Context: an optimization exercise on an open-source flow, tuned for small area, a short achievable clock period and few clock cycles. The choices shown serve that exercise and are no tape-out recipe. Function was checked by simulation only, so behaviour that the tests miss may differ from the original.

## pct_powmod
module pct_powmod #(
    parameter W = 128
) (
    input  wire         clk,
    input  wire         rst,         
    input  wire         start,       
    input  wire         base_neg,
    input  wire [W-1:0] base,
    input  wire         exp_neg,
    input  wire [W-1:0] expo,
    input  wire         mod_neg,
    input  wire [W-1:0] modulus,
    output wire         ready,
    output reg          done,        
    output wire [W-1:0] result,
    output reg          err
);
Size in the first run: ~6100 cells after synthesis, about 820 flip-flops, roughly 520 I/O pins, about 64000 sq um of cells after synthesis.
export LEC_CHECK = 0
export CAP_MARGIN = 20
export CORE_MARGIN = 2
export CORE_UTILIZATION = 50
export CTS_BUF_LIST = sky130_fd_sc_hd__clkbuf_8
export PLACE_DENSITY = 0.7
export SLEW_MARGIN = 20
create_clock -name core_clock -period 11.0 [get_ports {clk}]
standard.sh (not shown) runs the stock make flow with config.mk's settings and CLKGATE_MAP_FILE= SYNTH_SCRIPT=/design/flow/synth_recipe.tcl, a recipe that flattens the netlist after the stock synthesis.
==> flow/flow/run.sh <==
#!/bin/bash
set -euo pipefail
export SETUP_SLACK_MARGIN=6
export BUFFER_PORTS_ARGS="-buffer_cell sky130_fd_sc_hd__buf_1"
bash standard.sh > standard.log 2>&1
The starting point passed the timing, DRC and antenna checks.
Testbench counts at the start, summed over its fixed seeds: cycles 1,014,592.
==> next run, changes <==
--- a/flow/flow/run.sh
+++ b/flow/flow/run.sh
@@ -4,0 +5 @@
+export ADDER_MAP_FILE=
Effect: Die area came out higher by 3.4%; non-clock buffer count came out lower by 29; routed wire length grows by 3.1%; worst setup slack improves by 140 ps.

Another version of the RTL of pct_powmod (not shown whole).
For scale: about 7300 cells after synthesis, about 66000 sq um of cells after synthesis.
Settings: LEC_CHECK=0, CAP_MARGIN=20, CORE_MARGIN=2, CORE_UTILIZATION=50, CTS_BUF_LIST=sky130_fd_sc_hd__clkbuf_8, PLACE_DENSITY=0.7, SLEW_MARGIN=20; clock period 11.0 ns.
==> flow/flow/run.sh <==
#!/bin/bash
set -euo pipefail
export SETUP_SLACK_MARGIN=6
export BUFFER_PORTS_ARGS="-buffer_cell sky130_fd_sc_hd__buf_1"
export ADDER_MAP_FILE=
bash standard.sh > standard.log 2>&1
Testbench counts at the start, summed over its fixed seeds: cycles 1,014,592.
Next try:
==> flow/flow/run.sh (replaced) <==
#!/bin/bash
set -euo pipefail
export SETUP_SLACK_MARGIN=6
export BUFFER_PORTS_ARGS="-buffer_cell sky130_fd_sc_hd__buf_1"
bash standard.sh > standard.log 2>&1
Routed wire length decreases by 3.8%.
Non-clock buffer count climbs by 10.
Die area fell by 3.8%.
Count of clock-buffer cells in the layout increases by 10.
Cell count falls by 15%.

pct_powmod, a different RTL version from the one above (not shown whole).
For scale: about 820 flip-flops, ~520 I/O pins, ~63000 um^2 of cells after synthesis.
export LEC_CHECK = 0
export CAP_MARGIN = 20
export CORE_MARGIN = 2
export CORE_UTILIZATION = 50
export CTS_BUF_LIST = sky130_fd_sc_hd__clkbuf_8
export SLEW_MARGIN = 20
create_clock -name core_clock -period 11.0 [get_ports {clk}]
==> flow/flow/run.sh <==
#!/bin/bash
set -euo pipefail
export SETUP_SLACK_MARGIN=6
export BUFFER_PORTS_ARGS="-buffer_cell sky130_fd_sc_hd__buf_1"
bash standard.sh > standard.log 2>&1
The first run completed with no timing, DRC or antenna violations.
Testbench counts at the start, summed over its fixed seeds: cycles 1,014,592.
Then changed:
==> flow/run.sh (new file) <==
#!/bin/bash
# synth_recipe.tcl (not shown) runs the flow's synth.tcl, then flattens the netlist and writes it again
# the make line also repeats each setting of config.mk as NAME=value (left out here)
make -C /OpenROAD-flow-scripts/flow DESIGN_CONFIG=/design/flow/config.mk WORK_HOME=/design/flow/orfs CLKGATE_MAP_FILE= SYNTH_SCRIPT=/design/flow/synth_recipe.tcl finish
CORE_UTILIZATION = 35   (was 50)
CTS_BUF_LIST = not set   (was sky130_fd_sc_hd__clkbuf_8)
SETUP_SLACK_MARGIN = 5   (was not set)
removed: flow/flow/run.sh
removed: flow/standard.sh
Outcome: Final cell count rose by 6.2%; wire length grows by 0.76%; worst hold slack is better by 0.018 ns; count of clock-buffer cells in the layout falls by 40; via count falls by 3.6%; die area rose by 42%; setup slack got worse by 0.56 ns.
Then changed:
==> flow/flow/run.sh (new file) <==
#!/bin/bash
set -euo pipefail
export SETUP_SLACK_MARGIN=6.5
export BUFFER_PORTS_ARGS="-buffer_cell sky130_fd_sc_hd__buf_1"
bash standard.sh > standard.log 2>&1
==> flow/standard.sh (new file) <==
#!/bin/bash
# synth_recipe.tcl (not shown) runs the flow's synth.tcl, then flattens the netlist and writes it again
# the make line also repeats each setting of config.mk as NAME=value (left out here)
make -C /OpenROAD-flow-scripts/flow DESIGN_CONFIG=/design/flow/config.mk WORK_HOME=/design/flow/orfs CLKGATE_MAP_FILE= SYNTH_SCRIPT=/design/flow/synth_recipe.tcl "${@:-finish}"
SETUP_SLACK_MARGIN = not set   (was 5)
removed: flow/run.sh
Outcome: Register-to-register slack gets better by 0.60 ns. Routed wire length rises by 5.1%. Via count goes up by 2.9%. Synthesized area is unchanged. Non-clock buffer count went up by 150.
Then changed:
==> flow/run.sh (new file) <==
#!/bin/bash
# synth_recipe.tcl (not shown) runs the flow's synth.tcl, then flattens the netlist and writes it again
# the make line also repeats each setting of config.mk as NAME=value (left out here)
make -C /OpenROAD-flow-scripts/flow DESIGN_CONFIG=/design/flow/config.mk WORK_HOME=/design/flow/orfs CLKGATE_MAP_FILE= SYNTH_SCRIPT=/design/flow/synth_recipe.tcl finish
CORE_UTILIZATION = 55   (was 35)
CTS_CLUSTER_DIAMETER = 60   (was not set)
CTS_CLUSTER_SIZE = 20   (was not set)
SETUP_SLACK_MARGIN = 5   (was not set)
removed: flow/flow/run.sh
removed: flow/standard.sh
Sequential share of layout area goes up by 1.0 points. Non-clock buffer count goes down by 157. Critical path depth came out lower by 14. First-iteration DRC count increases by 11%. Wire length decreases by 13%. Setup slack degrades by 0.74 ns. Global-route usage grows by 9.6 points. Core utilization went up by 22 points. Design area falls by 3.5%. Flip-flop and latch count stays the same.
Then changed:
==> flow/flow/run.sh (new file) <==
#!/bin/bash
set -euo pipefail
export SETUP_SLACK_MARGIN=6
export BUFFER_PORTS_ARGS="-buffer_cell sky130_fd_sc_hd__buf_1"
bash standard.sh > standard.log 2>&1
==> flow/standard.sh (new file) <==
#!/bin/bash
# synth_recipe.tcl (not shown) runs the flow's synth.tcl, then flattens the netlist and writes it again
# the make line also repeats each setting of config.mk as NAME=value (left out here)
make -C /OpenROAD-flow-scripts/flow DESIGN_CONFIG=/design/flow/config.mk WORK_HOME=/design/flow/orfs CLKGATE_MAP_FILE= SYNTH_SCRIPT=/design/flow/synth_recipe.tcl "${@:-finish}"
CORE_UTILIZATION = 35   (was 55)
CTS_CLUSTER_DIAMETER = not set   (was 60)
CTS_CLUSTER_SIZE = not set   (was 20)
SETUP_SLACK_MARGIN = not set   (was 5)
removed: flow/run.sh
Routed wire length goes up by about 13%.
Worst setup slack improved by 0.71 ns.
Clock-buffer cell count goes up by 26.
Synthesized area is unchanged.
Clock skew goes up by 0.015 ns.
Flip-flop and latch count stays the same.
Sequential share of layout area goes down by 0.73 points.
Critical path depth goes up by 14.
Global-route usage goes down by 11 points.

[what the ideal ports hide]
No port has a modelled driver above. Below, the same layouts with a new extraction and two added sets of constraints.
Step 1 (the two cells are an assumption about what drives the block):
set clk [get_ports {clk}]
set_driving_cell -lib_cell sky130_fd_sc_hd__clkbuf_16 $clk
set_driving_cell -lib_cell sky130_fd_sc_hd__buf_2 [delete_from_list [all_inputs] $clk]
Step 2 moves the port delays by t, midway between the first and last clock arrival at a register: inputs arrive t later, outputs are due t later. That takes back most of the time a late clock gives input paths.
Three values: no drivers, after step 1, after step 2; two values: the first two.
| run | t (ns) | setup WS [ns] | latest minus earliest clock arrival (ns) | worst register clock-pin slew, ns |
|---|---|---|---|---|
| the first run of note 1 | 0.960 | 5.872 / 5.872 / 5.872 | 0.048 / 0.047 | 0.07 / 0.07 |
| the second run of note 1 | 1.008 | 6.016 / 6.016 / 6.016 | 0.105 / 0.106 | 0.07 / 0.07 |
| the first run of note 2 | 1.002 | 6.022 / 6.022 / 6.022 | 0.061 / 0.061 | 0.07 / 0.07 |
| the second run of note 2 | 0.983 | 5.911 / 5.911 / 5.911 | 0.083 / 0.083 | 0.07 / 0.07 |
| the first run of note 3 | 0.978 | 5.665 / 5.665 / 5.665 | 0.086 / 0.086 | 0.07 / 0.07 |
| the second run of note 3 | 0.819 | 5.103 / 5.103 / 5.103 | 0.046 / 0.047 | 0.07 / 0.07 |
| the third run of note 3 | 0.814 | 5.703 / 5.703 / 5.703 | 0.046 / 0.046 | 0.07 / 0.07 |
| the fourth run of note 3 | 0.770 | 4.962 / 4.962 / 4.962 | 0.046 / 0.046 | 0.09 / 0.09 |
| the fifth run of note 3 | 0.804 | 5.670 / 5.670 / 5.670 | 0.061 / 0.061 | 0.07 / 0.07 |
After both steps every run listed still meets setup and hold.
